From an optimization exercise on the open Yosys and OpenROAD flow, aimed at small area, a short achievable clock period and few clock cycles per item; shortcuts taken in it are not production practice. In this exercise RTL edits were held to simulation tests only and were not proved equivalent to the original. Power figures rest on the tool's default switching activity, not on a simulated workload.

[flow/run.sh]
#!/bin/bash
# synth_recipe.tcl (not shown) runs the flow's synth.tcl, then flattens the netlist and writes it again
# the make line also repeats each setting of config.mk as NAME=value (left out here)
make -C /OpenROAD-flow-scripts/flow DESIGN_CONFIG=/design/flow/config.mk WORK_HOME=/design/flow/orfs CLKGATE_MAP_FILE= SYNTH_SCRIPT=/design/flow/synth_recipe.tcl finish
[flow/config.mk]
export PLATFORM = sky130hd
export DESIGN_NAME = dmac_prog_builder
export DESIGN_NICKNAME = dmac_prog_builder
export VERILOG_FILES = /design/flow/design.v
export SDC_FILE = /design/flow/constraint.sdc
export NUM_CORES = 4
export LEC_CHECK = 0
export CAP_MARGIN = 20
export CORE_MARGIN = 2
export CORE_UTILIZATION = 40
export SETUP_SLACK_MARGIN = 5
export SLEW_MARGIN = 20
[flow/constraint.sdc]
create_clock -name core_clock -period 8.0 [get_ports {clk}]
set_input_delay 1.6000 -clock core_clock [delete_from_list [all_inputs] [get_ports {clk}]]
set_output_delay 1.6000 -clock core_clock [all_outputs]
set_load 0.01 [all_outputs]
[flow/design.v]
module dmac_prog_builder (
    input  wire        clk,
    input  wire        rst,
    input  wire        cmd_valid,
    output wire        cmd_ready,
    input  wire        cmd_zf,          
    input  wire [31:0] cmd_src,
    input  wire [31:0] cmd_dst,
    input  wire [31:0] cmd_size,
    input  wire [2:0]  cmd_bsz,
    input  wire [4:0]  cmd_blen,
    input  wire [2:0]  cmd_ssz,
    input  wire [5:0]  cmd_periph,
    input  wire [1:0]  cmd_kind,        
    input  wire        cmd_cache,
    input  wire        cmd_nonsecure,
    input  wire [31:0] cmd_buf_base,
    input  wire [31:0] cmd_buf_cap,
    output wire        wr_valid,
    input  wire        wr_ready,
    output wire [31:0] wr_addr,
    output wire [7:0]  wr_data,
    output reg         res_valid,
    output wire [1:0]  res_status,      
    output reg  [3:0]  res_cause,
    output wire [31:0] res_length,
    output wire [31:0] res_needed,
    output reg  [3:0]  res_residual
);
    localparam [3:0] I_SAR  = 4'd0;
    localparam [3:0] I_DAR  = 4'd1;
    localparam [3:0] I_FLP  = 4'd2;
    localparam [3:0] I_CCRB = 4'd3;
    localparam [3:0] I_LP1  = 4'd4;
    localparam [3:0] I_LP0  = 4'd5;
    localparam [3:0] I_BODY = 4'd6;
    localparam [3:0] I_LPE0 = 4'd7;
    localparam [3:0] I_LPE1 = 4'd8;
    localparam [3:0] I_CCRT = 4'd9;
    localparam [3:0] I_END  = 4'd10;
    localparam [3:0] I_DONE = 4'd11;
    localparam [1:0] P_FULL = 2'd0;      
    localparam [1:0] P_MID  = 2'd1;      
    localparam [1:0] P_LO   = 2'd2;      
    localparam [1:0] P_TAIL = 2'd3;      
    reg        idle;             
    reg        chk;              
    reg        run;              
    reg        verr;             
    reg        ovf;              
    reg        r_zf;
    reg [31:0] r_src, r_dst;
    reg [2:0]  r_bsz, r_ssz;
    reg [4:0]  r_blen;
    reg [4:0]  r_periph;
    reg        r_per5;
    reg [1:0]  r_kind;
    reg        r_cache, r_nonsecure;
    reg [31:0] room;             
    reg [31:0] q;
    reg [7:0]  rm;
    reg [4:0]  dcnt;             
    reg        ddone;            
    reg [6:0]  d3;               
    reg [3:0]  ip;
    reg [2:0]  bi;               
    reg [1:0]  ptype;
    reg        tph;              
    reg [19:0] off;              
    reg        a_st;             
    reg        a_l6;             
    reg        a_l1;             
    reg        a_last;           
    reg        a_ccrbl;          
    reg        vld;
    reg [7:0]  dat;
    reg [31:0] addr;
    assign cmd_ready = idle;
    assign wr_valid  = vld;
    assign wr_data   = dat;
    assign wr_addr   = addr;
    wire periph = !r_zf && (r_kind != 2'd0);
    wire [3:0] amask = r_zf ? 4'hF : ~(4'hF << r_bsz);
    wire [33:0] bsum = {2'b00, ~(addr ^ room)} + {1'b0, addr | room, 1'b0};
    wire bad_buf = bsum[33];
    reg  [3:0] cause;
    always @(*) begin
        if (r_zf) begin
            if (r_dst[3:0] != 4'd0)                           cause = 4'd6;
            else                                              cause = 4'd8;
        end else begin
            if (r_kind == 2'd3)                               cause = 4'd10;
            else if (r_bsz > 3'd4)                            cause = 4'd1;
            else if (r_ssz > 3'd4 || r_ssz > r_bsz)           cause = 4'd2;
            else if (r_blen == 5'd0 || r_blen > 5'd16)        cause = 4'd3;
            else if (r_kind != 2'd0 && r_per5)                cause = 4'd4;
            else if ((r_src[3:0] & amask) != 4'd0)            cause = 4'd5;
            else if ((r_dst[3:0] & amask) != 4'd0)            cause = 4'd6;
            else                                              cause = 4'd8;
        end
    end
    wire v_err = (cause != 4'd8) || bad_buf;
    wire fits0 = (room[31:3] != 29'd0) || (room[2:1] == 2'b11);
    wire [3:0] c_am  = cmd_zf ? 4'hF : ~(4'hF << cmd_bsz);
    wire       c_bad = cmd_zf ? (cmd_dst[3:0] != 4'd0) :
                       (cmd_kind == 2'd3) || (cmd_bsz > 3'd4) || (cmd_ssz > cmd_bsz) ||
                       (cmd_blen == 5'd0) || (cmd_blen > 5'd16) ||
                       (cmd_kind != 2'd0 && cmd_periph[5]) ||
                       ((cmd_src[3:0] | cmd_dst[3:0]) & c_am) != 4'd0;
    wire       c_fit = (cmd_buf_cap[30:3] != 28'd0) || (cmd_buf_cap[2:1] == 2'b11);
    wire       quick = !c_bad && !cmd_buf_base[31] && !cmd_buf_cap[31] && c_fit;
    wire       ist   = (ip == I_CCRT);
    wire       c_si  = !r_zf && (r_kind != 2'd2);
    wire       c_di  = r_zf || (r_kind != 2'd1);
    wire       c_sc7 = !r_zf && r_cache && (r_kind != 2'd2);
    wire       c_dc7 = !r_zf && r_cache && (r_kind != 2'd1);
    wire       c_p   = !r_zf && r_nonsecure;
    wire [2:0] c_e   = r_zf ? (ist ? 3'd0 : 3'd4) : (ist ? r_ssz : r_bsz);
    wire [3:0] c_l   = ist ? 4'd0 : (r_zf ? 4'd15 : r_blen[3:0] - 4'd1);
    wire [31:0] ccr  = {4'd0, c_dc7, c_dc7, 1'b1, 1'b0, c_p, 1'b0, c_l, c_e, c_di,
                        c_sc7, c_sc7, 1'b1, 1'b0, c_p, 1'b0, c_l, c_e, c_si};
    wire [2:0] e_t     = r_zf ? 3'd0 : r_ssz;
    wire [7:0] t_units = rm >> e_t;
    reg        f_nz, mid_c, lo_nz, q7_nz, t_nz;
    wire [7:0] pp      = {r_periph, 3'b000};
    wire [2:0] body_n  = r_zf ? 3'd3 : (periph ? 3'd7 : 3'd4);
    wire [2:0] body_l  = r_zf ? 3'd2 : (periph ? 3'd6 : 3'd3);
    wire [4:0] plan_l  = r_zf ? 5'd11 : (periph ? 5'd15 : 5'd12);
    wire [7:0] cnt_m1  = ((ptype == P_TAIL) ? t_units :
                          (ptype == P_MID)  ? q[15:8] : q[7:0]) - 8'd1;
    wire [31:0] imm  = (ip == I_SAR) ? r_src : (ip == I_DAR) ? r_dst : ccr;
    wire [1:0]  bsel = bi[1:0] - 2'd2;
    wire [7:0]  immb = imm[{bsel, 3'b000} +: 8];
    wire        g    = !tph;
    reg [7:0] nb;
    always @(*) begin
        nb = 8'h00;
        case (ip)
            I_SAR, I_DAR, I_CCRB, I_CCRT: begin
                case (bi)
                    3'd0:    nb = 8'hBC;
                    3'd1:    nb = {6'd0, ip == I_DAR, ip == I_CCRB || ip == I_CCRT};
                    default: nb = immb;
                endcase
            end
            I_FLP:  nb = bi[0] ? pp : 8'h35;
            I_LP1:  nb = bi[0] ? ((ptype == P_FULL) ? 8'hFF : cnt_m1) : 8'h22;
            I_LP0:  nb = bi[0] ? ((ptype == P_FULL || ptype == P_MID) ? 8'hFF : cnt_m1) : 8'h20;
            I_LPE0: nb = bi[0] ? {5'd0, body_n} : 8'h38;
            I_LPE1: nb = bi[0] ? {4'd0, body_n + 4'd4} : 8'h3C;
            I_BODY: begin
                if (r_zf) begin
                    case (bi)
                        3'd0:    nb = 8'h12;         
                        3'd1:    nb = 8'h0C;         
                        default: nb = 8'h13;         
                    endcase
                end else if (!periph) begin
                    case (bi)
                        3'd0:    nb = 8'h04;         
                        3'd1:    nb = 8'h12;         
                        3'd2:    nb = 8'h08;         
                        default: nb = 8'h13;         
                    endcase
                end else begin
                    case (bi)
                        3'd0:    nb = {6'b001100, g, 1'b0};      
                        3'd2:    nb = 8'h04;                     
                        3'd3:    nb = 8'h12;                     
                        3'd4:    nb = {6'b001010, g, 1'b1};      
                        3'd6:    nb = 8'h13;                     
                        default: nb = pp;
                    endcase
                end
            end
            default: nb = 8'h00;     
        endcase
    end
    reg [3:0] n_ip;
    reg [1:0] n_pt;
    always @(*) begin
        n_ip = I_DONE;
        n_pt = ptype;
        case (ip)
            I_SAR:  n_ip = I_DAR;
            I_DAR:  n_ip = periph ? I_FLP : I_CCRB;
            I_FLP:  n_ip = I_CCRB;
            I_LP1:  n_ip = I_LP0;
            I_LP0:  n_ip = I_BODY;
            I_BODY: n_ip = I_LPE0;
            I_CCRT: begin
                n_ip = t_nz ? I_LP0 : I_END;
                n_pt = P_TAIL;
            end
            I_END:  n_ip = I_DONE;
            default: begin       
                if (ip == I_LPE0 && (ptype == P_FULL || ptype == P_MID))
                    n_ip = I_LPE1;
                else if (ptype == P_TAIL && ip != I_CCRB)
                    n_ip = I_END;
                else if ((ptype == P_FULL || ip == I_CCRB) && f_nz) begin
                    n_ip = I_LP1; n_pt = P_FULL;
                end else if ((ptype == P_FULL || ip == I_CCRB) && mid_c) begin
                    n_ip = I_LP1; n_pt = P_MID;
                end else if ((ptype == P_FULL || ip == I_CCRB) ? lo_nz :
                             (ptype == P_MID && q7_nz)) begin
                    n_ip = I_LP0; n_pt = P_LO;
                end else
                    n_ip = I_CCRT;
            end
        endcase
    end
    wire       f_2   = (q[31:17] != 15'd0);
    wire [3:0] s_ip  = f_2 ? I_LP1 : mid_c ? I_LP1 : lo_nz ? I_LP0 : I_CCRT;
    wire [1:0] s_pt  = f_2 ? P_FULL : mid_c ? P_MID : P_LO;
    wire [2:0] bn    = bi + 3'd1;
    wire       b_st  = (ip == I_BODY) && (!periph || (bn != 3'd1 && bn != 3'd5));
    wire       b_l1  = !periph || bn == 3'd2 || bn == 3'd3 || bn == 3'd6;
    wire       b_last = (ip == I_BODY) ? (bn == body_l) :
                        (ip == I_SAR || ip == I_DAR || ip == I_CCRB || ip == I_CCRT) ?
                        (bn == 3'd5) : 1'b1;
    wire slot_free = !vld || wr_ready;
    wire stall     = a_ccrbl && !ddone;
    wire can       = run && slot_free && !stall && (ip != I_DONE);
    wire fits      = (room[31:3] != 29'd0) ||
                     (a_l6 ? (room[2:0] == 3'd7) : a_l1 ? (room[2:1] != 2'd0) :
                      (room[2] || room[1:0] == 2'b11));
    wire ovf_now   = a_st && !fits && !ovf;
    wire wr_now    = !ovf && !ovf_now;
    wire skip      = ovf && (ip == I_LP1) && (bi == 3'd0) && (ptype == P_FULL);
    wire fdec      = (ip == I_LP0) && bi[0] && (ptype == P_FULL);
    wire [5:0] d1  = r_zf ? 6'd1 : (r_bsz[0] ? {r_blen, 1'b0} : {1'b0, r_blen});
    wire [6:0] tt  = {rm[4:0], q[31:30]};
    wire [7:0] x1  = {1'b0, tt} - {2'b0, d1};
    wire [7:0] x2  = {1'b0, tt} - {1'b0, d1, 1'b0};
    wire [7:0] x3  = {1'b0, tt} - {1'b0, d3};
    wire [1:0] qd  = !x3[7] ? 2'd3 : !x2[7] ? 2'd2 : !x1[7] ? 2'd1 : 2'd0;
    wire [4:0] rn  = !x3[7] ? x3[4:0] : !x2[7] ? x2[4:0] : !x1[7] ? x1[4:0] : tt[4:0];
    wire [7:0] rfix = r_zf      ? q[31:24] :
                      r_bsz[2]  ? {rm[3:0], q[31:28]} :
                      r_bsz[1]  ? {rm[5:0], q[31:30]} : rm;
    wire [7:0] qtop = r_zf      ? 8'd0 :
                      r_bsz[2]  ? {4'd0, q[27:24]} :
                      r_bsz[1]  ? {2'd0, q[29:24]} : q[31:24];
    wire [6:0] cd1 = cmd_bsz[0] ? {1'b0, cmd_blen, 1'b0} : {2'b0, cmd_blen};
    always @(posedge clk) begin
        if (rst) begin
            idle      <= 1'b1;
            chk       <= 1'b0;
            run       <= 1'b0;
            vld       <= 1'b0;
            res_valid <= 1'b0;
        end else begin
            res_valid <= 1'b0;
            if (idle) begin
                idle      <= !cmd_valid;
                chk       <= cmd_valid && !quick;
                run       <= cmd_valid && quick;
                vld       <= cmd_valid && quick;
            end else if (chk) begin
                chk       <= 1'b0;
                res_valid <= v_err;
                idle      <= v_err;
                run       <= !v_err;
                vld       <= !v_err && fits0;
            end else if (run && ip == I_DONE && slot_free) begin
                run       <= 1'b0;
                res_valid <= 1'b1;
                idle      <= 1'b1;
            end
            if (can)
                vld <= wr_now && !skip;
            else if (run && wr_ready)
                vld <= 1'b0;
        end
    end
    always @(posedge clk) begin
        if (idle) begin
            r_zf        <= cmd_zf;
            r_src       <= cmd_src;
            r_dst       <= cmd_dst;
            r_bsz       <= cmd_bsz;
            r_blen      <= cmd_blen;
            r_ssz       <= cmd_ssz;
            r_periph    <= cmd_periph[4:0];
            r_per5      <= cmd_periph[5];
            r_kind      <= cmd_kind;
            r_cache     <= cmd_cache;
            r_nonsecure <= cmd_nonsecure;
            room        <= cmd_buf_cap;
            addr        <= cmd_buf_base;
            verr        <= 1'b0;
            q           <= cmd_size;
            rm          <= 8'd0;
            dcnt        <= cmd_zf ? 5'd4 : {3'd0, cmd_bsz[2:1]};
            ddone       <= 1'b0;
            d3          <= cmd_zf ? 7'd3 : cd1 + {cd1[5:0], 1'b0};
            ip          <= cmd_zf ? I_DAR : I_SAR;
            bi          <= 3'd1;
            dat         <= 8'hBC;
            a_st        <= 1'b0;
            a_l6        <= 1'b0;
            a_l1        <= 1'b0;
            a_last      <= 1'b0;
            a_ccrbl     <= 1'b0;
            ptype       <= P_FULL;
            tph         <= 1'b0;
            off         <= 20'd1;
            ovf         <= 1'b0;
        end else begin
            if (chk) begin
                verr <= v_err;
                if (!fits0 && !v_err) begin
                    ovf        <= 1'b1;
                    room[19:0] <= 20'd0;
                end
            end
            if (vld && wr_ready)
                addr <= addr + 32'd1;
            if (!dcnt[4]) begin
                q    <= {q[29:0], qd};
                rm   <= {3'd0, rn};
                dcnt <= dcnt + 5'd1;
            end else if (!ddone) begin
                q[31:24] <= qtop;
                rm       <= rfix;
                ddone    <= 1'b1;
            end
            if (can) begin
                if (skip) begin
                    off      <= off + {15'd0, plan_l};
                    q[31:16] <= q[31:16] - 16'd1;
                    ip       <= s_ip;
                    ptype    <= s_pt;
                    a_l6     <= (s_ip == I_CCRT);
                end else begin
                    off <= off + 20'd1;
                    if (ovf_now) begin
                        ovf        <= 1'b1;
                        room[19:0] <= off;
                    end
                    if (wr_now) begin
                        dat        <= nb;
                        room[19:0] <= room[19:0] - 20'd1;
                    end
                    if (fdec)
                        q[31:16] <= q[31:16] - 16'd1;
                    if (a_last) begin
                        bi      <= 3'd0;
                        ip      <= n_ip;
                        ptype   <= n_pt;
                        a_st    <= 1'b1;
                        a_l6    <= (n_ip == I_DAR || n_ip == I_CCRB || n_ip == I_CCRT);
                        a_l1    <= (n_ip == I_END) || (n_ip == I_BODY && !periph);
                        a_last  <= (n_ip == I_END);
                        a_ccrbl <= 1'b0;
                        if (n_ip == I_CCRT)
                            tph <= 1'b1;
                    end else begin
                        bi      <= bn;
                        a_st    <= b_st;
                        a_l6    <= 1'b0;
                        a_l1    <= b_l1;
                        a_last  <= b_last;
                        a_ccrbl <= (ip == I_CCRB) && (bn == 3'd5);
                    end
                end
            end
            if (ip == I_DONE && !ovf)
                room[19:0] <= off;
        end
    end
    wire        dfix  = dcnt[4] && !ddone;
    wire [15:0] f_src = dfix ? {qtop, q[23:16]} : q[31:16];
    wire [7:0]  t_src = (dfix ? rfix : rm) >> e_t;
    always @(posedge clk) begin
        f_nz  <= (f_src != 16'd0);
        mid_c <= (q[15:9] != 7'd0) || (q[8] && q[7:0] != 8'd0);
        lo_nz <= (q[15:0] != 16'd0);
        q7_nz <= (q[7:0] != 8'd0);
        t_nz  <= (t_src != 8'd0);
    end
    always @(posedge clk) begin
        res_cause    <= cause;
        res_residual <= rm[3:0] & ~(4'hF << e_t);
    end
    assign res_status   = {ovf, verr};
    assign res_length   = {12'd0, room[19:0]};
    assign res_needed   = {12'd0, off};
endmodule
==> run summary, run 1 <==
# TYPE chip_impl_metric gauge
chip_impl_metric{name="slew_headroom",unit=""} 0.3478
chip_impl_metric{name="synth.cell_area",unit="mm²"} 0.01774
chip_impl_info{name="worstPathCellList",value="buf_12, buf_4, a2111oi_1, o311ai_2, nor3b_2, a32oi_4, nor4_4, nand2b_1, and3_1, o32ai_2"} 1
chip_impl_metric{name="routed_via_density",unit=""} 5.683
chip_impl_metric{name="hold_viol",unit=""} 0
chip_impl_metric{name="timing.critical_path.slowest_cell_delay",unit="ps"} 450
chip_impl_info{name="post-synth-top-area-cell",value="edfxtp_1"} 1
chip_impl_metric{name="whs",unit="ps"} 478.0
chip_impl_metric{name="vdd.ir_drop.worst",unit="µV"} 173.1
chip_impl_metric{name="post_synth_num_cell_types",unit=""} 98
chip_impl_metric{name="timing.final.crit_share",unit=""} 0.3798
chip_impl_metric{name="p_sw",unit="W"} 0.001558
chip_impl_metric{name="design_power_total",unit="W"} 0.004734
chip_impl_info{name="mostFrequentLayoutCell",value="nand2_1"} 1
chip_impl_metric{name="htree_levels",unit=""} 2
chip_impl_info{name="critical_path_class",value="register to register"} 1
chip_impl_metric{name="comb_power_share",unit=""} 0.302
chip_impl_info{name="cts_tree",value="yes"} 1
chip_impl_metric{name="critPathRequiredTime",unit="ps"} 8460
chip_impl_metric{name="drt_pass1_iterations",unit=""} 7
chip_impl_info{name="crit-reg2reg-capture",value="vld$_SDFFE_PP0P_"} 1
chip_impl_info{name="mostFrequentLayoutCells",value="nand2_1, inv_1, clkdlybuf4s50_1"} 1
chip_impl_metric{name="crit_cells",unit=""} 10
chip_impl_metric{name="initialDrtViolationCount",unit=""} 1288
chip_impl_metric{name="die_y",unit="µm"} 214.6
chip_impl_metric{name="switch_share",unit=""} 0.3290
chip_impl_metric{name="fp-row-count",unit=""} 77
chip_impl_metric{name="clock-skew-final",unit="ps"} 9.541
chip_impl_metric{name="layout.nets",unit=""} 2606
chip_impl_metric{name="yosysSeqAreaShare",unit=""} 0.3911
chip_impl_metric{name="start_util",unit=""} 0.4029
chip_impl_info{name="outcome",value="finished clean"} 1
chip_impl_metric{name="critical_path_arrival",unit="ps"} 3500
chip_impl_metric{name="power_report.internal_total",unit="W"} 0.003177
chip_impl_metric{name="die-width",unit="µm"} 214.6
chip_impl_metric{name="routabilityCongestion",unit=""} 0.8773
chip_impl_metric{name="internal_reg_to_reg_setup_slack",unit="ps"} 4960
chip_impl_metric{name="hpwl",unit="µm"} 42870
chip_impl_metric{name="relative_contribution_of_the_clock_network_to_total_power",unit=""} 0.323
chip_impl_info{name="worstSetupEndpointType",value="register"} 1
chip_impl_metric{name="maxClockFrequency",unit="MHz"} 329.1
chip_impl_metric{name="antenna_violating_nets_left",unit=""} 0
chip_impl_metric{name="number_of_global_route_vias_before_repair",unit=""} 16344
chip_impl_metric{name="global_route.usage.total",unit=""} 0.2566
chip_impl_info{name="critical_path.startpoint_type",value="register"} 1
chip_impl_metric{name="route.final.wire_length",unit="µm"} 60780
chip_impl_metric{name="overflow",unit=""} 0
chip_impl_info{name="critical_path.endpoint",value="vld$_SDFFE_PP0P_"} 1
chip_impl_metric{name="p_seq_frac",unit=""} 0.376
chip_impl_metric{name="max_cap_violation_count",unit=""} 0
chip_impl_info{name="slowest_stage",value="edfxtp_1"} 1
chip_impl_metric{name="avgSynthCellArea",unit="µm²"} 8.803
chip_impl_info{name="hold_path_class",value="register to register"} 1
chip_impl_metric{name="route.detailed.drc",unit=""} 0
chip_impl_metric{name="worstRegToRegCells",unit=""} 10
chip_impl_metric{name="cp_max_fo",unit=""} 6
chip_impl_metric{name="numCtsBuffers",unit=""} 34
chip_impl_metric{name="clock_insertion_delay_worst_skew",unit="ps"} 550
chip_impl_metric{name="proportion_of_register_bits_with_asynchronous_set_or_reset_after_synthesis",unit=""} 0
chip_impl_metric{name="wl_per_cell",unit="µm"} 20.80
chip_impl_metric{name="final_design_area_no_fill",unit="mm²"} 0.02330
chip_impl_metric{name="cts_num_sinks",unit=""} 266
chip_impl_metric{name="io_buffer_count",unit=""} 278
chip_impl_info{name="crit_path_max_delay_family",value="compound AO/OA/AOI/OAI gates"} 1
chip_impl_metric{name="number_of_max_slew_violations_in_the_final_report",unit=""} 0
chip_impl_metric{name="post_synth_inst_count",unit=""} 2015
chip_impl_metric{name="synth.top_cell.area_share",unit=""} 0.2726
chip_impl_metric{name="area.growth.synth_to_final",unit="%"} 31.35
chip_impl_metric{name="clkSlewWorstSetupHoldPaths",unit="ps"} 60
chip_impl_metric{name="grt_max_degree",unit=""} 168
chip_impl_metric{name="placed_inst_area",unit="mm²"} 0.02086
chip_impl_info{name="synth.area.top_cells",value="edfxtp_1, dfxtp_1, ha_1"} 1
chip_impl_metric{name="p_per_area",unit="mW/mm²"} 203.2
chip_impl_metric{name="synth.yosys.warnings",unit=""} 1
chip_impl_info{name="rsz0062_at_grt",value="yes"} 1
chip_impl_info{name="cts-root-buf",value="clkbuf_16"} 1
chip_impl_metric{name="drive_above_1_share",unit=""} 0.1478
chip_impl_metric{name="setup_violations",unit=""} 0
chip_impl_metric{name="die_area",unit="mm²"} 0.04605
chip_impl_metric{name="yosys_register_bits",unit=""} 266
chip_impl_info{name="critPathLaunch",value="r_zf$_DFFE_PP_"} 1
chip_impl_metric{name="grt_antenna_before_repair",unit=""} 3
chip_impl_metric{name="clockBufferDepth",unit=""} 3
chip_impl_metric{name="dr_total_vias",unit=""} 16607
chip_impl_metric{name="standby_leakage_power",unit="nW"} 9.318
chip_impl_metric{name="floorplan.core_area",unit="mm²"} 0.04403
chip_impl_metric{name="period_needed",unit="ps"} 3038
chip_impl_metric{name="global_route_wire_length_before_repair",unit="µm"} 93400
chip_impl_metric{name="design.portCount",unit=""} 303
chip_impl_metric{name="totalNegativeSetupSlack",unit="ps"} 0
chip_impl_metric{name="tightestPinTransition",unit="ps"} 978.3
chip_impl_info{name="worst_r2r_startpoint",value="r_zf$_DFFE_PP_"} 1
chip_impl_metric{name="timing.critical_path.buf_inv",unit=""} 2
chip_impl_metric{name="nFillCells",unit=""} 4183
chip_impl_metric{name="synth_edf_count",unit=""} 161
chip_impl_info{name="synth-main-ff-cell",value="edfxtp_1"} 1
## per-stage QoR
step	util	worst slack (ps)	std cells
after floorplan	-	4663	2038
after global placement	0.4737	3685	2776
after detailed placement	0.4737	3602	2776
after CTS	0.5148	4856	2887
after global routing	0.5291	4843	2921
final	0.5292	4962	2922
## power by group through the flow
stage               Sequential [W]  Combinational, W  Clock (W)
floorplan                  0.00174          0.000900          0
global placement           0.00182           0.00126          0
detailed placement         0.00182           0.00128          0
CTS                        0.00178           0.00134    0.00156
global route               0.00179           0.00158    0.00161
finish                     0.00178           0.00143    0.00153
## timing repair
item,CTS,global route
gates resized for setup,268,87
endpoints found under the setup margin,179,80
gates cloned,5,2
hold buffers,0,0
pin swaps,28,33
setup buffers,47,31
## tightest hold or removal path: stages (launching register included)
cell and delay (ps):
dfxtp_1 330, nand2_1 60, a21oi_1 50
## routing by layer
metal	wire, µm	global-route usage	vias up	part of all wire
met5	14	0	-	0.00023
met4	2698	0.1167	2	0.044
met3	4056	0.04794	147	0.067
met2	28440	0.4220	686	0.47
met1	25570	0.3279	7934	0.42
li1	-	-	7838	-
## cell type report
type	instances	area, µm²	share of cell area
diodes	2	5.005	0.0002148
multi-input cells	1444	10170	0.4365
clock buffers	48	987.2	0.04237
well taps	592	740.7	0.03179
clock inverters	11	105.1	0.004511
flip-flops and latches	266	7003	0.3006
repair buffers	375	3568	0.1532
inverters	184	718.2	0.03083
## logic make-up after synthesis
kind of cell | count (synthesis) | share of synthesized area
simple gates | 633 | 0.1756
other cells | 1 | 0.0002114
mux | 57 | 0.03668
compound gates | 546 | 0.1996
fa+ha+maj | 115 | 0.08323
xor+xnor | 66 | 0.03259
flops | 266 | 0.3911
buf+inv | 331 | 0.08105
## cell usage after synthesis, types with 11 or more instances
master and count:
o22ai_1 15, and2_1 13, a21oi_1 132, buf_2 11
nor4_1 31, ha_1 110, a21o_1 18, o21ai_0 149
mux2_2 24, nor3_1 51, nand4_1 26, o31ai_1 11
buf_4 46, nor2b_1 27, o21a_1 13, o211ai_1 13
a31oi_1 19, a221oi_1 17, xor2_1 22, edfxtp_1 161
clkbuf_1 79, nand2_1 184, nand3_1 44, a211oi_1 20
nand2b_1 21, nor2_1 158, inv_1 178, dfxtp_1 105
or3_1 11, a32oi_1 11, xnor2_1 44, mux2i_1 29
## sequential cells by signal (all words and copies together) (netlist names), 2 cells and up
register / count
r_dst: 32
room: 32
r_bsz: 3
r_ssz: 3
r_kind: 2
ip: 4
r_periph: 5
res_residual: 4
dat: 8
r_src: 32
res_cause: 4
rm: 8
r_blen: 5
off: 20
bi: 3
ptype: 2
dcnt: 5
d3: 7
addr: 32
q: 32
## worst min-delay path by stage
stage                               startpoint                    to  slack, ps  cells after the start
final                     a_ccrbl$_SDFFE_PP0P_  a_ccrbl$_SDFFE_PP0P_        480                      2
after global routing      a_ccrbl$_SDFFE_PP0P_  a_ccrbl$_SDFFE_PP0P_        520                      2
after CTS                 a_ccrbl$_SDFFE_PP0P_  a_ccrbl$_SDFFE_PP0P_        480                      2
after detailed placement   dat[7]$_SDFFE_PP1P_   dat[7]$_SDFFE_PP1P_        470                      2
after global placement       verr$_SDFFE_PP0P_     verr$_SDFFE_PP0P_        460                      1
after floorplan               tph$_SDFFE_PP0P_      tph$_SDFFE_PP0P_        430                      2
Testbench counts, summed over its fixed seeds: cycles 17,742, builds 384.
==> run 2, diff against run 1 <==
--- a/flow/config.mk
+++ b/flow/config.mk
@@ -10,2 +10,3 @@
 export CORE_UTILIZATION = 40
+export CTS_BUF_LIST = sky130_fd_sc_hd__clkbuf_4
 export SETUP_SLACK_MARGIN = 5
==> run 2 against run 1 <==
Effect of this change: highest routed layer unchanged; sequential share of layout area is 0.58 points higher; still clean; die area stayed put; largest power group unchanged; global-route usage hardly changed; largest cell class unchanged; first-iteration DRC count is 5.3% higher.
==> run summary, run 2 <==
# TYPE chip_impl_metric gauge
chip_impl_metric{name="floorplan.core_area",unit="mm²"} 0.04403
chip_impl_info{name="cts_tree",value="yes"} 1
chip_impl_metric{name="maxClockFrequency",unit="MHz"} 334.5
chip_impl_metric{name="layout.nets",unit=""} 2679
chip_impl_metric{name="synth.top_cell.area_share",unit=""} 0.2726
chip_impl_metric{name="die-width",unit="µm"} 214.6
chip_impl_metric{name="drt_pass1_iterations",unit=""} 5
chip_impl_metric{name="antenna_violating_nets_left",unit=""} 0
chip_impl_metric{name="routed_via_density",unit=""} 5.601
chip_impl_info{name="critical_path_class",value="register to output pin"} 1
chip_impl_metric{name="synth.yosys.warnings",unit=""} 1
chip_impl_metric{name="cp_max_fo",unit=""} 2
chip_impl_metric{name="route.final.wire_length",unit="µm"} 61400
chip_impl_metric{name="clock-skew-final",unit="ps"} 65.81
chip_impl_metric{name="post_synth_num_cell_types",unit=""} 98
chip_impl_metric{name="standby_leakage_power",unit="nW"} 9.394
chip_impl_metric{name="number_of_global_route_vias_before_repair",unit=""} 16777
chip_impl_metric{name="place_ws",unit="ps"} 3602
chip_impl_info{name="synth.area.top_cells",value="edfxtp_1, dfxtp_1, ha_1"} 1
chip_impl_metric{name="routabilityCongestion",unit=""} 0.8773
chip_impl_metric{name="hold_viol",unit=""} 0
chip_impl_metric{name="vdd.ir_drop.worst",unit="µV"} 128.1
chip_impl_info{name="crit-reg2reg-capture",value="dat[4]$_SDFFE_PP1P_"} 1
chip_impl_metric{name="number_of_max_slew_violations_in_the_final_report",unit=""} 0
chip_impl_metric{name="fp-row-count",unit=""} 77
chip_impl_info{name="worst_r2r_startpoint",value="ip[1]$_SDFFCE_PP0P_"} 1
chip_impl_metric{name="internal_reg_to_reg_setup_slack",unit="ps"} 5080
chip_impl_metric{name="worstRegToRegCells",unit=""} 9
chip_impl_metric{name="synth_edf_count",unit=""} 161
chip_impl_metric{name="slew_headroom",unit=""} 0.3356
chip_impl_metric{name="htree_levels",unit=""} 3
chip_impl_metric{name="clock_insertion_delay_worst_skew",unit="ps"} 800
chip_impl_metric{name="io_buffer_count",unit=""} 278
chip_impl_info{name="slowest_stage",value="edfxtp_1"} 1
chip_impl_info{name="synth_most_common_cell",value="nand2_1"} 1
chip_impl_metric{name="clockBufferDepth",unit=""} 3
chip_impl_metric{name="tightestPinTransition",unit="ps"} 996.7
chip_impl_metric{name="die_area",unit="mm²"} 0.04605
chip_impl_metric{name="whs",unit="ps"} 476.2
chip_impl_metric{name="critPathRequiredTime",unit="ps"} 6400
chip_impl_metric{name="period_needed",unit="ps"} 2989
chip_impl_metric{name="overflow",unit=""} 0
chip_impl_metric{name="timing.critical_path.buf_inv",unit=""} 1
chip_impl_metric{name="wl_per_cell",unit="µm"} 20.24
chip_impl_metric{name="area.growth.synth_to_final",unit="%"} 30.51
chip_impl_info{name="worstPathCellList",value="buf_6"} 1
chip_impl_info{name="cts-root-buf",value="clkbuf_4"} 1
chip_impl_info{name="critical_path.startpoint_type",value="register"} 1
chip_impl_info{name="mostFrequentLayoutCell",value="nand2_1"} 1
chip_impl_info{name="hold_path_startpoint",value="a_ccrbl$_SDFFE_PP0P_"} 1
chip_impl_metric{name="max_cap_violation_count",unit=""} 0
chip_impl_metric{name="yosys_register_bits",unit=""} 266
chip_impl_info{name="post-synth-top-area-cell",value="edfxtp_1"} 1
chip_impl_metric{name="initialDrtViolationCount",unit=""} 1356
chip_impl_metric{name="nFillCells",unit=""} 4213
chip_impl_metric{name="die_y",unit="µm"} 214.6
chip_impl_metric{name="numCtsBuffers",unit=""} 77
chip_impl_info{name="worstSetupEndpointType",value="output pin"} 1
chip_impl_metric{name="design.portCount",unit=""} 303
chip_impl_metric{name="totalNegativeSetupSlack",unit="ps"} 0
chip_impl_metric{name="avgSynthCellArea",unit="µm²"} 8.803
chip_impl_metric{name="p_per_area",unit="mW/mm²"} 194.6
chip_impl_metric{name="design_power_total",unit="W"} 0.004504
chip_impl_info{name="hold_path_class",value="register to register"} 1
chip_impl_metric{name="drive_above_1_share",unit=""} 0.2274
chip_impl_info{name="mostFrequentLayoutCells",value="nand2_1, inv_1, clkdlybuf4s50_1"} 1
chip_impl_metric{name="timing.final.ws_setup",unit="ps"} 5011
chip_impl_metric{name="route.detailed.drc",unit=""} 0
chip_impl_metric{name="post_synth_inst_count",unit=""} 2015
chip_impl_metric{name="critical_path_arrival",unit="ps"} 1390
chip_impl_metric{name="synth.cell_area",unit="mm²"} 0.01774
chip_impl_metric{name="yosysSeqAreaShare",unit=""} 0.3911
chip_impl_info{name="outcome",value="finished clean"} 1
chip_impl_metric{name="hpwl",unit="µm"} 42870
chip_impl_metric{name="hold_crit_depth",unit=""} 2
chip_impl_metric{name="setup_violations",unit=""} 0
chip_impl_info{name="rsz0062_at_grt",value="yes"} 1
chip_impl_metric{name="global_route_wire_length_before_repair",unit="µm"} 93760
chip_impl_info{name="synth_top_cells_by_count",value="nand2_1, inv_1, edfxtp_1, nor2_1, o21ai_0"} 1
chip_impl_metric{name="dr_total_vias",unit=""} 16992
chip_impl_metric{name="grt_antenna_before_repair",unit=""} 5
chip_impl_info{name="synth-main-ff-cell",value="edfxtp_1"} 1
chip_impl_metric{name="proportion_of_register_bits_with_asynchronous_set_or_reset_after_synthesis",unit=""} 0
chip_impl_metric{name="global_route.usage.total",unit=""} 0.2571
chip_impl_metric{name="clkSlewWorstSetupHoldPaths",unit="ps"} 70
chip_impl_metric{name="start_util",unit=""} 0.4029
chip_impl_info{name="hold-path-endpoint",value="a_ccrbl$_SDFFE_PP0P_"} 1
chip_impl_metric{name="grt_max_degree",unit=""} 168
chip_impl_metric{name="timing.final.crit_share",unit=""} 0.3737
chip_impl_metric{name="timing.critical_path.slowest_cell_delay",unit="ps"} 440
chip_impl_metric{name="cts_num_sinks",unit=""} 266
chip_impl_info{name="crit_path_max_delay_family",value="flip-flops"} 1
run 2: cells by family (layout without fill, tap and decap cells):
family / after synthesis / count (layout) / synth area share
AO/OA/AOI/OAI: 546 / 547 / 0.1996
AND/OR/NAND/NOR: 633 / 634 / 0.1756
other: 1 / 30 / 0.0002114
adder cells (fa/ha/maj): 115 / 115 / 0.08323
multiplexers: 57 / 57 / 0.03668
flip-flops: 266 / 266 / 0.3911
buffers and inverters: 331 / 727 / 0.08105
XOR/XNOR: 66 / 66 / 0.03259
run 2: where the power goes:
| part | leakage, nW | internal (W) | switching, W |
|---|---|---|---|
| registers | 2.54 | 0.00160 | 0.000162 |
| logic | 6.28 | 0.000658 | 0.000795 |
| clock network | 0.582 | 0.000673 | 0.000615 |
| total | 9.39 | 0.00293 | 0.00157 |
run 2: layout make-up:
class                   instances  area, µm²  area share
flip-flops and latches        266       7093      0.3064
repair buffers                406       3571      0.1542
clock inverters                18      72.57    0.003135
diodes                          6      15.01   0.0006485
inverters                     184      711.9     0.03075
multi-input cells            1443      10050      0.4343
clock buffers                 119      893.4     0.03859
well taps                     592      740.7     0.03199
run 2: how the worst max path moves through the flow:
stage                     slack, ps  cells past startpoint                   end                from
final                          5010                      1           wr_addr[18]  addr[18]$_DFFE_PP_
after floorplan                4660                     10   d3[6]$_SDFFCE_PP0P_          cmd_bsz[0]
after global placement         3680                      8      vld$_SDFFE_PP0P_          cmd_bsz[0]
after global routing           4920                      1           wr_addr[18]  addr[18]$_DFFE_PP_
after detailed placement       3600                      9      vld$_SDFFE_PP0P_          cmd_bsz[0]
after CTS                      4830                     17  off[12]$_SDFFE_PP0P_  bi[0]$_SDFFE_PP1P_
run 2: timing repair:
item | 4_1_cts | 5_1_grt
hold buffers | 0 | 0
resized for setup | 497 | 114
pin swaps | 14 | 35
gates cloned | 3 | 3
setup buffers | 81 | 28
setup endpoints to repair | 171 | 88
run 2: stage by stage:
step | instance area (µm²) | util | instances
floorplan | 18010 | - | 2038
global placement | 20860 | 0.4737 | 2776
detailed placement | 20860 | 0.4737 | 2776
CTS | 22560 | 0.5124 | 2997
global route | 23150 | 0.5258 | 3033
finish | 23150 | 0.5258 | 3034
run 2: metal layers:
layer / vias to the layer above / global-route usage / share of wire
met1: 8080 / 0.3257 / 0.42
met3: 146 / 0.05887 / 0.074
met2: 723 / 0.4266 / 0.47
met4: 2 / 0.09838 / 0.034
met5: - / 0 / 0.00018
li1: 8041 / - / -
==> run 3, diff against run 2 <==
--- a/flow/config.mk
+++ b/flow/config.mk
@@ -10,3 +10,4 @@
 export CORE_UTILIZATION = 40
-export CTS_BUF_LIST = sky130_fd_sc_hd__clkbuf_4
+export CTS_BUF_LIST = sky130_fd_sc_hd__clkbuf_8
+export CTS_CLUSTER_SIZE = 30
 export SETUP_SLACK_MARGIN = 5
==> run 3 against run 2 <==
Effect of this change: non-clock buffer count shrank 23; wire length shrank 1.1%; area after synthesis is the same; register-to-register slack lost 20 ps; power grew 2.7%; final area grew 0.78%; first-iteration DRC count grew 2.7%; critical path depth is the same; fmax grew 1.2%.
==> run summary, run 3 <==
# TYPE chip_impl_metric gauge
chip_impl_metric{name="yosys_register_bits",unit=""} 266
chip_impl_info{name="synth.area.top_cells",value="edfxtp_1, dfxtp_1, ha_1"} 1
chip_impl_metric{name="mux_share_of_post_synthesis_cell_area",unit=""} 0.03668
chip_impl_info{name="mostFrequentLayoutCell",value="nand2_1"} 1
chip_impl_metric{name="wl_per_cell",unit="µm"} 20.53
chip_impl_metric{name="p_per_area",unit="mW/mm²"} 198.2
chip_impl_metric{name="cts_num_sinks",unit=""} 266
chip_impl_info{name="outcome",value="finished clean"} 1
chip_impl_metric{name="dr_total_vias",unit=""} 16603
chip_impl_metric{name="floorplan.core_area",unit="mm²"} 0.04403
chip_impl_info{name="crit-reg2reg-capture",value="dat[3]$_SDFFE_PP1P_"} 1
chip_impl_metric{name="overflow",unit=""} 0
chip_impl_metric{name="grt_max_degree",unit=""} 168
chip_impl_metric{name="routed_via_density",unit=""} 5.613
chip_impl_metric{name="synth.yosys.warnings",unit=""} 1
chip_impl_metric{name="worstRegToRegCells",unit=""} 8
chip_impl_metric{name="tightestPinTransition",unit="ps"} 995.8
chip_impl_metric{name="slew_headroom",unit=""} 0.3362
chip_impl_info{name="rsz0062_at_grt",value="yes"} 1
chip_impl_info{name="hold-path-endpoint",value="a_ccrbl$_SDFFE_PP0P_"} 1
chip_impl_metric{name="synth.top_cell.area_share",unit=""} 0.2726
chip_impl_metric{name="die_y",unit="µm"} 214.6
chip_impl_metric{name="detailroute.wirelength.met3",unit="µm"} 4166
chip_impl_metric{name="drt_pass1_iterations",unit=""} 5
chip_impl_metric{name="nFillCells",unit=""} 4125
chip_impl_metric{name="switch_share",unit=""} 0.3392
chip_impl_info{name="crit_path_max_delay_family",value="flip-flops"} 1
chip_impl_metric{name="synth_compound_gate_area_share",unit=""} 0.1996
chip_impl_metric{name="route.detailed.drc",unit=""} 0
chip_impl_metric{name="timing.critical_path.slowest_cell_delay",unit="ps"} 420
chip_impl_info{name="worstSetupEndpointType",value="output pin"} 1
chip_impl_metric{name="p_seq_frac",unit=""} 0.383
chip_impl_metric{name="timing.final.crit_share",unit=""} 0.3694
chip_impl_info{name="mostFrequentLayoutCells",value="nand2_1, inv_1, clkdlybuf4s50_1"} 1
chip_impl_info{name="slowest_stage",value="dfxtp_1"} 1
chip_impl_metric{name="drive_above_1_share",unit=""} 0.1624
chip_impl_metric{name="max_cap_violation_count",unit=""} 0
chip_impl_info{name="combinational_family_with_the_most_area_after_synthesis",value="compound AO/OA/AOI/OAI gates"} 1
chip_impl_metric{name="power_report.internal_total",unit="W"} 0.003056
chip_impl_metric{name="yosysSeqAreaShare",unit=""} 0.3911
chip_impl_metric{name="layout.nets",unit=""} 2628
chip_impl_info{name="critical_path_class",value="register to output pin"} 1
chip_impl_metric{name="period_needed",unit="ps"} 2955
chip_impl_metric{name="hold_crit_depth",unit=""} 2
chip_impl_metric{name="whs",unit="ps"} 477.7
chip_impl_metric{name="post_synth_xor_area_fraction",unit=""} 0.03259
chip_impl_metric{name="synth_adder_area_share",unit=""} 0.08323
chip_impl_metric{name="io_buffer_count",unit=""} 278
chip_impl_info{name="post-synth-top-area-cell",value="edfxtp_1"} 1
chip_impl_info{name="synth_most_common_cell",value="nand2_1"} 1
chip_impl_metric{name="comb_power_share",unit=""} 0.315
chip_impl_metric{name="number_of_global_route_vias_before_repair",unit=""} 16484
chip_impl_metric{name="synth_edf_count",unit=""} 161
chip_impl_metric{name="critical_path_arrival",unit="ps"} 1360
chip_impl_metric{name="hold_viol",unit=""} 0
chip_impl_metric{name="area.growth.synth_to_final",unit="%"} 31.53
chip_impl_info{name="worst_r2r_startpoint",value="ip[0]$_DFFE_PP_"} 1
chip_impl_metric{name="design_power_total",unit="W"} 0.004625
chip_impl_info{name="cts_tree",value="yes"} 1
chip_impl_metric{name="synth.cell_area",unit="mm²"} 0.01774
chip_impl_metric{name="start_util",unit=""} 0.4029
chip_impl_metric{name="clockBufferDepth",unit=""} 3
chip_impl_metric{name="clock_insertion_delay_worst_skew",unit="ps"} 630
chip_impl_metric{name="p_sw",unit="W"} 0.001569
chip_impl_metric{name="maxClockFrequency",unit="MHz"} 338.4
chip_impl_info{name="worstPathCellList",value="clkdlybuf4s15_2"} 1
chip_impl_metric{name="cp_max_fo",unit=""} 4
chip_impl_metric{name="global_route_wire_length_before_repair",unit="µm"} 93540
chip_impl_metric{name="totalNegativeSetupSlack",unit="ps"} 0
chip_impl_info{name="cts-root-buf",value="clkbuf_8"} 1
chip_impl_metric{name="proportion_of_register_bits_with_asynchronous_set_or_reset_after_synthesis",unit=""} 0
chip_impl_metric{name="post_synth_inst_count",unit=""} 2015
chip_impl_metric{name="standby_leakage_power",unit="nW"} 9.408
chip_impl_metric{name="avgSynthCellArea",unit="µm²"} 8.803
chip_impl_metric{name="route.final.wire_length",unit="µm"} 60730
chip_impl_metric{name="fp-row-count",unit=""} 77
chip_impl_metric{name="clkSlewWorstSetupHoldPaths",unit="ps"} 60
chip_impl_metric{name="design.portCount",unit=""} 303
chip_impl_metric{name="internal_reg_to_reg_setup_slack",unit="ps"} 5060
chip_impl_metric{name="wl_met1",unit="µm"} 25670
chip_impl_metric{name="die_area",unit="mm²"} 0.04605
chip_impl_metric{name="vdd.ir_drop.worst",unit="µV"} 170.3
chip_impl_info{name="highest-signal-layer",value="met5"} 1
chip_impl_metric{name="routabilityCongestion",unit=""} 0.8773
chip_impl_info{name="hold_path_startpoint",value="a_ccrbl$_SDFFE_PP0P_"} 1
chip_impl_metric{name="htree_levels",unit=""} 2
chip_impl_metric{name="relative_contribution_of_the_clock_network_to_total_power",unit=""} 0.302
chip_impl_metric{name="critPathRequiredTime",unit="ps"} 6400
chip_impl_metric{name="number_of_max_slew_violations_in_the_final_report",unit=""} 0
chip_impl_metric{name="post_synth_num_cell_types",unit=""} 98
chip_impl_metric{name="met2RoutedLength",unit="µm"} 28470
chip_impl_info{name="hold_path_class",value="register to register"} 1
chip_impl_info{name="synth_top_cells_by_count",value="nand2_1, inv_1, edfxtp_1, nor2_1, o21ai_0"} 1
chip_impl_metric{name="global_route.usage.total",unit=""} 0.2556
chip_impl_metric{name="hpwl",unit="µm"} 42870
chip_impl_metric{name="clock-skew-final",unit="ps"} 14.44
chip_impl_metric{name="numCtsBuffers",unit=""} 50
chip_impl_metric{name="initialDrtViolationCount",unit=""} 1393
chip_impl_metric{name="antenna_violating_nets_left",unit=""} 0
chip_impl_info{name="synth-main-ff-cell",value="edfxtp_1"} 1
chip_impl_info{name="critical_path.startpoint_type",value="register"} 1
chip_impl_metric{name="setup_violations",unit=""} 0
chip_impl_metric{name="die-width",unit="µm"} 214.6
chip_impl_metric{name="postCtsHoldBufs",unit=""} 0
chip_impl_metric{name="yosys.area_share.simple",unit=""} 0.1756
chip_impl_metric{name="timing.critical_path.buf_inv",unit=""} 1
chip_impl_metric{name="grt_antenna_before_repair",unit=""} 3
-- run 3: cell type report --
type	count	area, µm²	area share
timing repair buffer	383	3640	0.1560
inverter	184	718.2	0.03078
sequential	266	7010	0.3005
clock buffer	58	798.3	0.03421
multi-input combinational	1442	10180	0.4364
clock inverter	31	237.7	0.01019
antenna	2	5.005	0.0002145
tap	592	740.7	0.03175
-- run 3: how the worst max path moves through the flow --
stage	startpoint	end	slack [ps]	cells past startpoint
finish	vld$_SDFFE_PP0P_	wr_valid	5040	1
global route	r_zf$_DFFE_PP_	vld$_SDFFE_PP0P_	4910	10
CTS	addr[18]$_DFFE_PP_	room[1]$_DFF_P_	4930	13
detailed placement	cmd_bsz[0]	vld$_SDFFE_PP0P_	3600	9
global placement	cmd_bsz[0]	vld$_SDFFE_PP0P_	3680	8
floorplan	cmd_bsz[0]	d3[6]$_SDFFCE_PP0P_	4660	10
-- run 3: repair_timing --
action	4_1_cts	5_1_grt
cloned	5	0
resized for setup	249	113
setup endpoints to repair	177	57
buffers inserted	60	26
pin swaps	23	39
-- run 3: power groups by stage --
| stage | registers, W | logic, W | clock network [W] |
|---|---|---|---|
| after CTS | 0.00177 | 0.00136 | 0.00143 |
| after detailed placement | 0.00182 | 0.00128 | 0 |
| after floorplan | 0.00174 | 0.000900 | 0 |
| after global routing | 0.00179 | 0.00161 | 0.00149 |
| after global placement | 0.00182 | 0.00126 | 0 |
| final | 0.00177 | 0.00146 | 0.00140 |
-- run 3: stage by stage --
stage / setup slack, ps / util / instance area, µm² / instances
final: 5045 / 0.5299 / 23330 / 2958
after global placement: 3685 / 0.4737 / 20860 / 2776
after detailed placement: 3602 / 0.4737 / 20860 / 2776
after global routing: 4908 / 0.5299 / 23330 / 2957
after CTS: 4931 / 0.5160 / 22720 / 2930
after floorplan: 4663 / - / 18010 / 2038
-- run 3: cells by family after synthesis --
| logic type | Yosys count |
|---|---|
| xor+xnor | 66 |
| compound gates | 546 |
| fa+ha+maj | 115 |
| flops | 266 |
| mux | 57 |
| simple gates | 633 |
| buf+inv | 331 |
| other cells | 1 |
-- run 3: layer usage --
| metal | up-vias | global-route usage |
|---|---|---|
| met5 | - | 0 |
| met4 | 2 | 0.1106 |
| met3 | 146 | 0.04667 |
| met2 | 678 | 0.4207 |
| met1 | 7879 | 0.3293 |
| li1 | 7898 | - |
==> run 4, diff against run 3 <==
--- a/flow/config.mk
+++ b/flow/config.mk
@@ -11,3 +11,3 @@
 export CTS_BUF_LIST = sky130_fd_sc_hd__clkbuf_8
-export CTS_CLUSTER_SIZE = 30
+export PLACE_DENSITY = 0.75
 export SETUP_SLACK_MARGIN = 5
==> run 4 against run 3 <==
Effect of this change: still clean; via count is 3.2% higher; power is 3.6% lower; area after synthesis stayed put; sequential power hardly changed; critical path depth is 1 higher; non-clock buffer count is 8 lower; synthesized cell count stayed put; core utilization is 0.69 points lower; critical path type unchanged; highest routed layer unchanged.
==> run summary, run 4 <==
# TYPE chip_impl_metric gauge
chip_impl_info{name="outcome",value="finished clean"} 1
chip_impl_metric{name="grt_max_degree",unit=""} 76
chip_impl_metric{name="totalNegativeSetupSlack",unit="ps"} 0
chip_impl_metric{name="layout.nets",unit=""} 2618
chip_impl_metric{name="clock-skew-final",unit="ps"} 37.31
chip_impl_metric{name="numCtsBuffers",unit=""} 48
chip_impl_metric{name="htree_levels",unit=""} 2
chip_impl_metric{name="hold_viol",unit=""} 0
chip_impl_metric{name="die-width",unit="µm"} 214.6
chip_impl_info{name="synth-main-ff-cell",value="edfxtp_1"} 1
chip_impl_metric{name="yosys_register_bits",unit=""} 266
chip_impl_info{name="worstSetupEndpointType",value="output pin"} 1
chip_impl_info{name="cts_tree",value="yes"} 1
chip_impl_metric{name="slew_headroom",unit=""} 0.4111
chip_impl_info{name="critical_path.startpoint_type",value="register"} 1
chip_impl_metric{name="area.growth.synth_to_final",unit="%"} 29.82
chip_impl_metric{name="number_of_global_route_vias_before_repair",unit=""} 16718
chip_impl_info{name="mostFrequentLayoutCells",value="inv_1, nand2_1, clkdlybuf4s50_1"} 1
chip_impl_metric{name="avgSynthCellArea",unit="µm²"} 8.803
chip_impl_info{name="synth.area.top_cells",value="edfxtp_1, dfxtp_1, ha_1"} 1
chip_impl_metric{name="overflow",unit=""} 0
chip_impl_metric{name="floorplan.core_area",unit="mm²"} 0.04403
chip_impl_metric{name="synth.cell_area",unit="mm²"} 0.01774
chip_impl_info{name="synth_top_cells_by_count",value="nand2_1, inv_1, edfxtp_1, nor2_1, o21ai_0"} 1
chip_impl_metric{name="setup_violations",unit=""} 0
chip_impl_metric{name="whs",unit="ps"} 472.6
chip_impl_metric{name="clkSlewWorstSetupHoldPaths",unit="ps"} 60
chip_impl_metric{name="routabilityCongestion",unit=""} 0.9255
chip_impl_info{name="mostFrequentLayoutCell",value="inv_1"} 1
chip_impl_metric{name="grt_antenna_before_repair",unit=""} 3
chip_impl_metric{name="standby_leakage_power",unit="nW"} 9.337
chip_impl_metric{name="route.final.wire_length",unit="µm"} 60960
chip_impl_info{name="critical_path_class",value="register to output pin"} 1
chip_impl_metric{name="start_util",unit=""} 0.4029
chip_impl_metric{name="number_of_max_slew_violations_in_the_final_report",unit=""} 0
chip_impl_info{name="post-synth-top-area-cell",value="edfxtp_1"} 1
chip_impl_info{name="crit_path_max_delay_family",value="buffers and inverters"} 1
chip_impl_metric{name="io_buffer_count",unit=""} 278
chip_impl_metric{name="hpwl",unit="µm"} 42950
chip_impl_info{name="rsz0062_at_grt",value="yes"} 1
chip_impl_metric{name="post_synth_inst_count",unit=""} 2015
chip_impl_metric{name="design.portCount",unit=""} 303
chip_impl_metric{name="die_area",unit="mm²"} 0.04605
chip_impl_metric{name="synth.yosys.warnings",unit=""} 1
chip_impl_metric{name="yosysSeqAreaShare",unit=""} 0.3911
chip_impl_metric{name="clockBufferDepth",unit=""} 3
chip_impl_metric{name="global_route_wire_length_before_repair",unit="µm"} 93010
chip_impl_metric{name="synth.top_cell.area_share",unit=""} 0.2726
chip_impl_metric{name="timing.critical_path.buf_inv",unit=""} 2
chip_impl_metric{name="critPathRequiredTime",unit="ps"} 6400
chip_impl_metric{name="drive_above_1_share",unit=""} 0.1562
chip_impl_info{name="slowest_stage",value="edfxtp_1"} 1
chip_impl_metric{name="fp-row-count",unit=""} 77
chip_impl_metric{name="post_synth_num_cell_types",unit=""} 98
chip_impl_metric{name="antenna_violating_nets_left",unit=""} 0
chip_impl_metric{name="design_power_total",unit="W"} 0.004458
chip_impl_metric{name="initialDrtViolationCount",unit=""} 1828
chip_impl_info{name="hold_path_class",value="register to register"} 1
chip_impl_metric{name="route.detailed.drc",unit=""} 0
chip_impl_metric{name="critical_path_arrival",unit="ps"} 1440
chip_impl_metric{name="global_route.usage.total",unit=""} 0.2540
chip_impl_metric{name="dr_total_vias",unit=""} 17139
chip_impl_metric{name="max_cap_violation_count",unit=""} 0
chip_impl_metric{name="wl_per_cell",unit="µm"} 20.66
chip_impl_metric{name="cts_num_sinks",unit=""} 266
chip_impl_metric{name="period_needed",unit="ps"} 3044
chip_impl_metric{name="drt_pass1_iterations",unit=""} 8
chip_impl_info{name="synth_most_common_cell",value="nand2_1"} 1
chip_impl_metric{name="p_per_area",unit="mW/mm²"} 193.6
chip_impl_info{name="worstPathCellList",value="buf_4, dlygate4sd2_1"} 1
chip_impl_metric{name="cp_max_fo",unit=""} 2
chip_impl_metric{name="clock_insertion_delay_worst_skew",unit="ps"} 650
chip_impl_metric{name="die_y",unit="µm"} 214.6
chip_impl_metric{name="vdd.ir_drop.worst",unit="µV"} 124.6
chip_impl_metric{name="tightestPinTransition",unit="ps"} 883.4
chip_impl_info{name="cts-root-buf",value="clkbuf_8"} 1
chip_impl_metric{name="synth_edf_count",unit=""} 161
chip_impl_metric{name="timing.critical_path.slowest_cell_delay",unit="ps"} 400
chip_impl_metric{name="routed_via_density",unit=""} 5.810
chip_impl_metric{name="timing.final.crit_share",unit=""} 0.3805
chip_impl_metric{name="proportion_of_register_bits_with_asynchronous_set_or_reset_after_synthesis",unit=""} 0
chip_impl_metric{name="maxClockFrequency",unit="MHz"} 328.5
[run 4: cell counts after synthesis]
Identical to the previous run, type by type.
[run 4: cell type report]
class | instances | area [µm²]
clock inverters | 36 | 177.7
diodes | 2 | 5.005
multi-input cells | 1442 | 10040
repair buffers | 375 | 3607
fillers | 4013 | 21000
well taps | 592 | 740.7
clock buffers | 53 | 729.5
inverters | 184 | 715.7
flip-flops and latches | 266 | 7008
[run 4: logic make-up (layout without fill, tap and decap cells)]
logic type,count (synthesis),in the layout,share of synthesized area
buffers and inverters,331,648,0.08105
flip-flops,266,266,0.3911
AND/OR/NAND/NOR,633,634,0.1756
multiplexers,57,57,0.03668
AO/OA/AOI/OAI,546,546,0.1996
XOR/XNOR,66,66,0.03259
adder cells (fa/ha/maj),115,115,0.08323
other,1,26,0.0002114
[run 4: path summary, 6_finish.rpt]
check                              to  depth (start not counted)  slack [ps]                from
setup / recovery          wr_addr[23]                          2        4960  addr[23]$_DFFE_PP_
hold / removal      verr$_SDFFE_PP0P_                          1         470   verr$_SDFFE_PP0P_
setup reg to reg  dat[2]$_SDFFE_PP1P_                         13        4980      r_zf$_DFFE_PP_
hold reg to reg     verr$_SDFFE_PP0P_                          1         470   verr$_SDFFE_PP0P_
[run 4: stage by stage]
step,instances,worst slack (ps),util,area [µm²]
2_1_floorplan,2038,4663,-,18010
3_3_place_gp,2777,3623,0.4736,20850
3_5_place_dp,2777,3596,0.4736,20850
4_1_cts,2924,4961,0.5118,22540
5_1_grt,2948,4891,0.5229,23020
6_report,2950,4956,0.5230,23030
[run 4: timing repair]
action	in CTS	in global routing
pin swaps	22	25
buffers inserted	54	23
endpoints found under the setup margin	176	85
cloned	4	1
hold buffers	0	0
gates resized for setup	252	96
[run 4: where the power goes]
part,leakage [nW],internal [W],switching (W)
registers,2.52,0.00161,0.000164
clock network,0.545,0.000640,0.000612
logic,6.27,0.000649,0.000786
total,9.34,0.00290,0.00156
[run 4: metal layers]
layer,routed length [µm],global-route usage,vias up
li1,-,-,7888
met4,2679,0.1123,4
met5,26,0,-
met2,28210,0.4206,935
met1,24480,0.3190,8122
met3,5558,0.05433,190
==> run 5, diff against run 4 <==
--- a/flow/config.mk
+++ b/flow/config.mk
@@ -11,4 +11,4 @@
 export CTS_BUF_LIST = sky130_fd_sc_hd__clkbuf_8
-export PLACE_DENSITY = 0.75
 export SETUP_SLACK_MARGIN = 5
 export SLEW_MARGIN = 20
+export TNS_END_PERCENT = 10
==> run 5 against run 4 <==
Effect of this change: flip-flop and latch count unchanged; combinational power down 3%; critical path depth shrank 1; largest power group unchanged; largest cell class unchanged; first-iteration DRC count decreased by 18%.
==> run summary, run 5 <==
# TYPE chip_impl_metric gauge
chip_impl_info{name="hold_path_class",value="register to register"} 1
chip_impl_info{name="worst_r2r_startpoint",value="addr[20]$_DFFE_PP_"} 1
chip_impl_metric{name="period_needed",unit="ps"} 3245
chip_impl_metric{name="critical_path_arrival",unit="ps"} 1640
chip_impl_metric{name="internal_reg_to_reg_setup_slack",unit="ps"} 4910
chip_impl_metric{name="global_route.usage.total",unit=""} 0.2495
chip_impl_metric{name="die-width",unit="µm"} 214.6
chip_impl_metric{name="synth.cell_area",unit="mm²"} 0.01774
chip_impl_metric{name="number_of_max_slew_violations_in_the_final_report",unit=""} 0
chip_impl_metric{name="initialDrtViolationCount",unit=""} 1507
chip_impl_metric{name="clockBufferDepth",unit=""} 3
chip_impl_metric{name="standby_leakage_power",unit="nW"} 8.965
chip_impl_info{name="cts_tree",value="yes"} 1
chip_impl_metric{name="clock-skew-final",unit="ps"} 33.62
chip_impl_metric{name="post_synth_num_cell_types",unit=""} 98
chip_impl_metric{name="timing.final.crit_share",unit=""} 0.4056
chip_impl_metric{name="route.detailed.drc",unit=""} 0
chip_impl_metric{name="drive_above_1_share",unit=""} 0.1237
chip_impl_metric{name="dr_total_vias",unit=""} 16558
chip_impl_metric{name="whs",unit="ps"} 487.2
chip_impl_info{name="worstPathCellList",value="clkdlybuf4s50_1"} 1
chip_impl_metric{name="grt_max_degree",unit=""} 201
chip_impl_metric{name="hold_crit_depth",unit=""} 2
chip_impl_metric{name="timing.final.ws_setup",unit="ps"} 4755
chip_impl_metric{name="synth.top_cell.area_share",unit=""} 0.2726
chip_impl_info{name="outcome",value="finished clean"} 1
chip_impl_metric{name="proportion_of_register_bits_with_asynchronous_set_or_reset_after_synthesis",unit=""} 0
chip_impl_metric{name="layout.nets",unit=""} 2594
chip_impl_metric{name="clkSlewWorstSetupHoldPaths",unit="ps"} 60
chip_impl_info{name="synth_top_cells_by_count",value="nand2_1, inv_1, edfxtp_1, nor2_1, o21ai_0"} 1
chip_impl_metric{name="critPathRequiredTime",unit="ps"} 6400
chip_impl_metric{name="cp_max_fo",unit=""} 8
chip_impl_info{name="post-synth-top-area-cell",value="edfxtp_1"} 1
chip_impl_metric{name="wl_per_cell",unit="µm"} 20.74
chip_impl_metric{name="routed_via_density",unit=""} 5.665
chip_impl_info{name="crit-reg2reg-capture",value="room[1]$_DFF_P_"} 1
chip_impl_metric{name="avgSynthCellArea",unit="µm²"} 8.803
chip_impl_info{name="rsz0062_at_grt",value="yes"} 1
chip_impl_metric{name="die_y",unit="µm"} 214.6
chip_impl_metric{name="yosysSeqAreaShare",unit=""} 0.3911
chip_impl_metric{name="overflow",unit=""} 0
chip_impl_metric{name="vdd.ir_drop.worst",unit="µV"} 134.3
chip_impl_info{name="mostFrequentLayoutCells",value="clkdlybuf4s50_1, inv_1, nand2_1"} 1
chip_impl_info{name="synth.area.top_cells",value="edfxtp_1, dfxtp_1, ha_1"} 1
chip_impl_metric{name="area.growth.synth_to_final",unit="%"} 27.91
chip_impl_metric{name="floorplan.core_area",unit="mm²"} 0.04403
chip_impl_metric{name="routabilityCongestion",unit=""} 0.8930
chip_impl_metric{name="cts_num_sinks",unit=""} 266
chip_impl_metric{name="p_per_area",unit="mW/mm²"} 198.3
==> run 5: cell counts after synthesis <==
No cell type changed its count.
==> run 5: worst register-to-register path, cell delays in order (launching register included) <==
cell      delay (ps)
edfxtp_1         390
buf_4            170
inv_1             90
ha_1             240
inv_1             60
ha_1             230
a21oi_1          150
o21ai_0          100
a221o_1          360
a22o_1           230
nor4_2           440
and3_1           310
nand2b_1         130
a21oi_1           60
==> run 5: cells by family (layout without fill, tap and decap cells) <==
group | Yosys count | after routing | synth area share
simple gates | 633 | 634 | 0.1756
compound gates | 546 | 547 | 0.1996
buf+inv | 331 | 620 | 0.08105
flops | 266 | 266 | 0.3911
fa+ha+maj | 115 | 115 | 0.08323
xor+xnor | 66 | 66 | 0.03259
mux | 57 | 57 | 0.03668
other cells | 1 | 26 | 0.0002114
==> run 5: layer usage <==
layer	track usage	part of all wire
met1	0.3197	0.42
met2	0.4124	0.47
met3	0.05660	0.072
met4	0.09028	0.034
met5	0	0.00023
==> run 5: worst max path at each step <==
stage | cells past startpoint | end | startpoint | slack [ps]
after floorplan | 9 | vld$_SDFFE_PP0P_ | cmd_bsz[0] | 4570
after global placement | 8 | dat[1]$_SDFFE_PP0P_ | wr_ready | 3520
after detailed placement | 8 | dat[1]$_SDFFE_PP0P_ | wr_ready | 3400
after CTS | 1 | res_needed[13] | off[13]$_SDFFE_PP0P_ | 4720
after global routing | 1 | wr_addr[2] | addr[2]$_DFFE_PP_ | 4690
final | 1 | res_length[15] | room[15]$_DFF_P_ | 4760
==> run 5: area by class of cell <==
type	count	area [µm²]	share of cell area
Sequential cell	266	6979	0.3076
Antenna cell	2	5.005	0.0002206
Clock inverter	29	178.9	0.007886
Timing Repair Buffer	350	3461	0.1525
Clock buffer	57	784.5	0.03458
Tap cell	592	740.7	0.03265
Inverter	184	713.2	0.03143
Multi-Input combinational cell	1443	9827	0.4331
==> run 5: timing repair <==
item	in CTS	in global routing
setup endpoints to repair	186	172
hold endpoints to repair	0	0
resized for setup	83	72
hold buffers	0	0
pin swaps	5	17
buffers inserted	26	25
cloned	0	6
==> run 5: report_power, final <==
part	total [W]	leakage (nW)	switching, W	internal, W
sequential	0.00178	2.52	0.000172	0.00161
clock	0.00133	0.550	0.000617	0.000711
combinational	0.00139	5.90	0.000754	0.000639
==> run 5: metrics by stage <==
stage	power (W)	instance area (µm²)	std cells
after floorplan	0.002613	17860	2038
after global placement	0.003061	20770	2778
after detailed placement	0.003083	20770	2778
after CTS	0.004452	22130	2890
after global routing	0.004751	22680	2921
final	0.004500	22690	2923

static timing again, ports no longer ideal:
No port has a modelled driver above. Below, the same layouts with a new extraction and two added sets of constraints.
Step 1, drivers: a clkbuf_16 drives clk and a buf_2 each remaining input, both assumed.
Step 2 moves the port delays by t, midway between the first and last clock arrival at a register: inputs arrive t later, outputs are due t later. That takes back most of the time a late clock gives input paths.
a / b / c = no drivers / after step 1 / after step 2; a / b = the first two.
| run | t (ns) | slack for setup (ns) | clock arrival spread, ns | slew at the worst register clock pin (ns) |
|---|---|---|---|---|
| run 1 | 0.599 | 4.962 / 4.934 / 4.405 | 0.010 / 0.010 | 0.06 / 0.06 |
| run 2 | 0.818 | 5.011 / 4.961 / 4.164 | 0.066 / 0.066 | 0.07 / 0.07 |
| run 3 | 0.671 | 5.045 / 4.992 / 4.389 | 0.017 / 0.017 | 0.06 / 0.06 |
| run 4 | 0.681 | 4.956 / 4.908 / 4.361 | 0.044 / 0.044 | 0.07 / 0.07 |
| run 5 | 0.678 | 4.755 / 4.701 / 4.160 | 0.034 / 0.034 | 0.07 / 0.07 |
After both steps setup and hold are still met in every run listed. The setup slack of run 2, which loses most, moves by -0.050 ns with the drivers and by -0.847 ns with both steps.
